This is an optimization exercise on Yosys and OpenROAD, whose aim is small area, a short achievable clock period and few clock cycles, not a production implementation.
At most, simulation tests tie the RTL to the original design; equivalence was not proved.
Power figures rest on the tool's default switching activity, not on a simulated workload.

==> inputs of v30 <==
==> flow/design.v (excerpt) <==
module sappy_voice (
    input             clk,
    input             rst,
    input             cmd_valid,
    output            cmd_ready,
    input      [2:0]  cmd_op,
    input      [3:0]  cmd_ch,
    input      [65:0] cmd_arg,
    output reg        frame_valid,
    output reg [15:0] frame_l,
    output reg [15:0] frame_r,
    output reg [11:0] frame_live
);
export LEC_CHECK = 0
export CAP_MARGIN = 20
export CORE_MARGIN = 2
export CORE_UTILIZATION = 50
export PLACE_DENSITY = 0.65
export SLEW_MARGIN = 20
create_clock -name core_clock -period 24.0 [get_ports {clk}]
standard.sh (not shown) runs the stock make flow with config.mk's settings and CLKGATE_MAP_FILE= SYNTH_SCRIPT=/design/flow/synth_recipe.tcl, a recipe that flattens the netlist after the stock synthesis.
==> flow/flow/run.sh <==
#!/bin/bash
# Own layout flow: the standard flow (standard.sh, with its unchanged
# synthesis, floorplan, power grid, placement and routing) with these changes:
#  - the port buffers that buffer_ports inserts are buf_4 cells instead of
#    the default delay-cell buffers;
#  - clock tree synthesis without dummy loads and with larger sink clusters
#    (up to 25 sinks within 80 um);
#  - timing repair aims for 18 ns of setup slack on the 24 ns clock.
# All tool output goes to standard.log here and to the ORFS logs under orfs/.
set -euo pipefail
export BUFFER_PORTS_ARGS="-buffer_cell sky130_fd_sc_hd__buf_4"
export CTS_ARGS="-sink_clustering_enable -repair_clock_nets -dont_use_dummy_load -sink_clustering_size 25 -sink_clustering_max_diameter 80"
export SETUP_SLACK_MARGIN=18.0
bash standard.sh > standard.log 2>&1
==> v23: changes against v30 <==
--- a/flow/design.v
+++ b/flow/design.v
@@ -1,45 +1,44 @@
 module sappy_chan (
-    input  [4:0]  fe,        
-    input  [6:5]  fs,        
+    input  [3:0]  fe,        
+    input  [5:4]  fs,        
     input         iz,        
     input  [31:0] ph,
-    input  [3:0]  cy,
+    input  [2:0]  cy,
     input  [35:0] inc,
     input  [14:0] lfsr,
     input  [1:0]  dsh,       
     input         kind,
     input         rl,        
     input         tok,       
     output [31:0] ph_n,
-    output [3:0]  cy_n,
+    output [2:0]  cy_n,
     output        msk_n,     
     output [14:0] lfsr_n
 );
-    function [8:0] radd8;
-        input [7:0] a;
-        input [7:0] b;
-        input       c;
+    function [11:0] radd11;
+        input [10:0] a;
+        input [10:0] b;
+        input        c;
         integer i;
         reg cc;
         begin
             cc = c;
-            for (i = 0; i < 8; i = i + 1) begin
-                radd8[i] = a[i] ^ b[i] ^ cc;
+            for (i = 0; i < 11; i = i + 1) begin
+                radd11[i] = a[i] ^ b[i] ^ cc;
                 cc = (a[i] & b[i]) | (cc & (a[i] ^ b[i]));
             end
-            radd8[8] = cc;
+            radd11[11] = cc;
         end
     endfunction
-    wire [4:0] ge = fe & {5{~iz}};
-    wire [8:0] s0 = radd8(ph[7:0],   inc[7:0]   & {8{ge[0]}}, 1'b0);
-    wire [8:0] s1 = radd8(ph[15:8],  inc[15:8]  & {8{ge[1]}}, cy[0]);
-    wire [8:0] s2 = radd8(ph[23:16], inc[23:16] & {8{ge[2]}}, cy[1]);
-    wire [8:0] s3 = radd8(ph[31:24], inc[31:24] & {8{ge[3]}}, cy[2]);
-    assign ph_n = {s3[7:0], s2[7:0], s1[7:0], s0[7:0]};
-    assign cy_n = {s3[8], s2[8], s1[8], s0[8]};
+    wire [3:0]  ge = fe & {4{~iz}};
+    wire [11:0] s0 = radd11(ph[10:0],  inc[10:0]  & {11{ge[0]}}, 1'b0);
+    wire [11:0] s1 = radd11(ph[21:11], inc[21:11] & {11{ge[1]}}, cy[0]);
+    wire [11:0] s2 = radd11({1'b0, ph[31:22]}, {1'b0, inc[31:22] & {10{ge[2]}}}, cy[1]);
+    assign ph_n = {s2[9:0], s1[10:0], s0[10:0]};
+    assign cy_n = {s2[10], s1[11], s0[11]};
     reg [2:0] lim;
     always @(*) begin
         case (dsh)
             2'd0: lim = 3'd1;
             2'd1: lim = 3'd2;
             2'd2: lim = 3'd4;
@@ -63,16 +62,16 @@
                 if (shrt && j <= 6) lstep[j] = e[j+s];
                 else                lstep[j] = y[j+s];
             end
         end
     endfunction
     wire [3:0]  q  = inc[35:32] & {4{~iz}};
-    wire [1:0]  k0 = {1'b0, cy[3]} + ((|q[3:1]) ? 2'd2 : q[1:0]);           
+    wire [1:0]  k0 = {1'b0, cy[2]} + ((|q[3:1]) ? 2'd2 : q[1:0]);           
     wire [1:0]  k1 = q <= 4'd2 ? 2'd0 : q >= 4'd5 ? 2'd3 : q[1:0] - 2'd2;     
     wire [1:0]  k2 = q <= 4'd5 ? 2'd0 : q >= 4'd8 ? 2'd3 : q[1:0] - 2'd1;     
-    wire [1:0]  k  = fe[4] ? k0 : fs[5] ? k1 : fs[6] ? k2 : 2'd0;
+    wire [1:0]  k  = fe[3] ? k0 : fs[4] ? k1 : fs[5] ? k2 : 2'd0;
     wire        sh = dsh[0];
     wire [14:0] l1 = k[0] ? lstep(lfsr, sh, 1) : lfsr;
     wire [14:0] l8 = k[1] ? lstep(l1,   sh, 2) : l1;
     assign lfsr_n = l8;
     assign msk_n = rl && (tok || (kind ? !l8[0] : sqh));
 endmodule
@@ -89,18 +88,18 @@
     output reg [15:0] frame_r,
     output reg [11:0] frame_live
 );
     localparam NCH = 12;
     localparam OP_NOTE = 3'd1, OP_MOD = 3'd2, OP_TICK = 3'd3, OP_FRAME = 3'd4, OP_STOP = 3'd5;
     localparam ST_ATT = 2'd0, ST_DEC = 2'd1, ST_SUS = 2'd2, ST_REL = 2'd3;
-    localparam PH = 0, CY = 32, MSK = 36, LF = 37, INC = 52, GL = 88, GR = 96,
-               RL = 104, KD = 105, DSH = 106;
-    localparam KEY = 108, BV = 115, MZ = 125, VE = 126, PAN = 133, VEL = 140,
-               GATE = 147, AA = 163, DD = 171, SS = 179, RR = 187, ENV = 195,
-               ADSR = 203, DRG = 205, DRI = 206, IZ = 207;
-    localparam W = 208;
+    localparam PH = 0, CY = 32, MSK = 35, LF = 36, INC = 51, GL = 87, GR = 95,
+               RL = 103, KD = 104, DSH = 105;
+    localparam KEY = 107, BV = 114, MZ = 124, VE = 125, PAN = 132, VEL = 139,
+               GATE = 146, AA = 162, DD = 170, SS = 178, RR = 186, ENV = 194,
+               ADSR = 202, DRG = 204, DRI = 205, IZ = 206;
+    localparam W = 207;
     function [47:0] csa24;
         input [23:0] a, b, c;
         csa24 = {((a & b) | (a & c) | (b & c)) << 1, a ^ b ^ c};
     endfunction
     function [21:0] mul15x7;
         input [14:0] a;
@@ -149,17 +148,17 @@
     reg [2:0]  xop;
     reg [3:0]  xch;
     reg [65:0] xarg;
     assign cmd_ready = rdy;
     wire slow_cmd = (cmd_op == OP_NOTE || cmd_op == OP_MOD) ? (cmd_ch < 4'd12)
                   : (cmd_op == OP_TICK || cmd_op == OP_STOP);
-    reg fe0, fe1, fe2, fe3, fe4, fe5;    
-    reg fs5, fs6;                        
+    reg fe0, fe1, fe2, fe3, fe4;         
+    reg fs4, fs5;                        
     reg [1:0] fwait;                     
-    reg tt3, tt4, tt5;                   
-    wire drained = !(fe0 | fe1 | fe2 | fe3 | fe4 | fs5 | fs6);
+    reg tt2, tt3, tt4;                   
+    wire drained = !(fe0 | fe1 | fe2 | fe3 | fs4 | fs5);
     wire acc = cmd_valid && !pend && fwait == 2'd0;
     reg  [3:0] hc;           
     wire       x_note = pend && xop == OP_NOTE;
     wire       x_mod  = pend && xop == OP_MOD;
     wire       x_tick = pend && xop == OP_TICK;
     wire       x_stop = pend && xop == OP_STOP;
@@ -451,32 +450,32 @@
     wire [6:0] ve_new = ve_raw < 0 ? 7'd0 : ve_raw > 10'sd127 ? 7'd127 : ve_raw[6:0];
     wire [9:0] bv_new = {{3{xarg[6]}}, xarg[6:0]} + {{3{xarg[6]}}, xarg[6:0]} + {xarg[15], xarg[15:7]};
     generate
         for (p = 0; p < NCH; p = p + 1) begin : lk
             wire [W-1:0] c = CUR[p*W +: W];
             wire [31:0] ph_n;
-            wire [3:0]  cy_n;
+            wire [2:0]  cy_n;
             wire        msk_n;
             wire [14:0] lf_n;
             sappy_chan u_ch (
-                .fe({fe4, fe3, fe2, fe1, fe0}), .fs({fs6, fs5}), .iz(c[IZ]),
-                .ph(c[PH +: 32]), .cy(c[CY +: 4]), .inc(c[INC +: 36]),
-                .lfsr(c[LF +: 15]), .dsh(c[DSH +: 2]), .kind(c[KD]), .rl(c[RL]), .tok(tt3),
+                .fe({fe3, fe2, fe1, fe0}), .fs({fs5, fs4}), .iz(c[IZ]),
+                .ph(c[PH +: 32]), .cy(c[CY +: 3]), .inc(c[INC +: 36]),
+                .lfsr(c[LF +: 15]), .dsh(c[DSH +: 2]), .kind(c[KD]), .rl(c[RL]), .tok(tt2),
                 .ph_n(ph_n), .cy_n(cy_n), .msk_n(msk_n), .lfsr_n(lf_n)
             );
             reg [W-1:0] n;
             always @(*) begin
                 n = c;
                 n[PH +: 32] = ph_n;
-                n[CY +: 4]  = cy_n;
+                n[CY +: 3]  = cy_n;
                 n[MSK]      = msk_n;
                 n[LF +: 15] = lf_n;
                 if (p == 0) begin
                     if (note_ex) begin
                         n[PH +: 32]  = 32'd0;
-                        n[CY +: 4]   = 4'd0;
+                        n[CY +: 3]   = 3'd0;
                         n[LF +: 15]  = 15'h7FFF;
                         n[IZ]        = 1'b1;
                         n[GL +: 8]   = 8'd0;
                         n[GR +: 8]   = 8'd0;
                         n[RL]        = 1'b1;
                         n[KD]        = xarg[30];
@@ -603,17 +602,17 @@
             nq_j <= ib_j;
             nq_q <= ib_q;
         end
         if (rst) begin
             pend <= 1'b0;
             rdy  <= 1'b1;
-            fe0 <= 1'b0; fe1 <= 1'b0; fe2 <= 1'b0; fe3 <= 1'b0; fe4 <= 1'b0; fe5 <= 1'b0;
-            fs5 <= 1'b0; fs6 <= 1'b0;
+            fe0 <= 1'b0; fe1 <= 1'b0; fe2 <= 1'b0; fe3 <= 1'b0; fe4 <= 1'b0;
+            fs4 <= 1'b0; fs5 <= 1'b0;
             fwait <= 2'd0;
             frame_valid <= 1'b0;
-            tt3 <= 1'b0; tt4 <= 1'b0; tt5 <= 1'b0;
+            tt2 <= 1'b0; tt3 <= 1'b0; tt4 <= 1'b0;
             tokp <= 1'b0;
             tl <= 12'd0; tr <= 12'd0;
             hc <= 4'd0;
             tst <= 1'b0;
             gp <= 4'd0;
             ip <= 14'd0;
@@ -626,20 +625,20 @@
                 xarg <= cmd_arg;
             end
             pend  <= pend_n;
             fwait <= fwait_n;
             rdy   <= !pend_n && fwait_n == 2'd0;
             fe0 <= acc && cmd_op == OP_FRAME;
-            fe1 <= fe0; fe2 <= fe1; fe3 <= fe2; fe4 <= fe3; fe5 <= fe4;
-            fs5 <= fe4 && slow; fs6 <= fs5;
-            frame_valid <= fe5;
-            tt3 <= note_ex || stop_ex || tok_go;
-            tt4 <= tt3;
+            fe1 <= fe0; fe2 <= fe1; fe3 <= fe2; fe4 <= fe3;
+            fs4 <= fe3 && slow; fs5 <= fs4;
+            frame_valid <= fe4;
+            tt2 <= note_ex || stop_ex || tok_go;
+            tt3 <= tt2;
             tokp <= (tokp || tick_end) && !tok_go;
-            tt5 <= tt4;
-            if (tt5) begin
+            tt4 <= tt3;
+            if (tt4) begin
                 tl <= hl;
                 tr <= hr;
             end
             hc <= hc == 4'd11 ? 4'd0 : hc + 4'd1;
             if (acc && cmd_op == OP_TICK) begin
                 tst   <= 1'b1;
- CORE_UTILIZATION: 50 -> 65
- PLACE_DENSITY: 0.65 -> 0.75
==> comparison table <==
quantity	v30	v23
Detailed placer's ending HPWL	151000 um	146000 um
Remaining max-slew budget at the tightest pin	27.3%	21.5%
Worst slack on hold paths	0.282 ns	0.275 ns
Number of different library cells in the post-synthesis netlist	112	88
Die height	462 um	405 um
Row count	168	147
Reported sequential group power	4.99 mW	4.98 mW
Top sig layer	met4	met5
Initial standard-cell utilization of the core	50.2%	65.3%
Portion of netlist area occupied by mux cells	4.75%	4.75%
Area occupied by registers	0.0592 sq mm	0.0590 sq mm
Seq cells post-synth	2891	2878
Num tapcells	2805	2086
Final critical-path share of the clock period	25.5%	25.5%
Buffer share of cell area	1.32%	1.28%
Via count normalized by instance count	4.96	5.30
Run status	complete, no violations	complete, no violations
Final weighted congestion in routability-driven placement	0.866	0.898
Clock share of power	31.4%	30.9%
Post-Synthesis Mean Instance Area	11.9 sq um	11.8 sq um
Testbench counts of v30, summed over its fixed seeds: cycles 163,041.
For v23, only the layout was checked, not whether the RTL still works.

==> re-timing with driven ports <==
In the flow no input, the clock included, has a driving cell. The finished layouts below were timed again as built, in two steps.
Step 1, drivers: a clkbuf_16 drives clk and a buf_2 each remaining input, both assumed.
Step 2 also shifts input and output timing later by t, the mid clock arrival at the registers, as if the neighbouring blocks saw the same clock.
a / b / c = ideal ports / drivers / drivers and shift; a / b = the first two.
run | t, ns | slack for setup (ns) | latest minus earliest clock arrival (ns) | worst register clock-pin slew, ns
v30 | 0.867 | 17.891 / 17.803 / 17.414 | 0.162 / 0.163 | 0.10 / 0.10
v23 | 0.861 | 17.876 / 17.791 / 17.109 | 0.109 / 0.109 | 0.10 / 0.10
After both steps every run listed still meets setup and hold. For v23, which loses most, drivers alone change the setup slack by -0.085 ns; drivers and shift together by -0.767 ns.
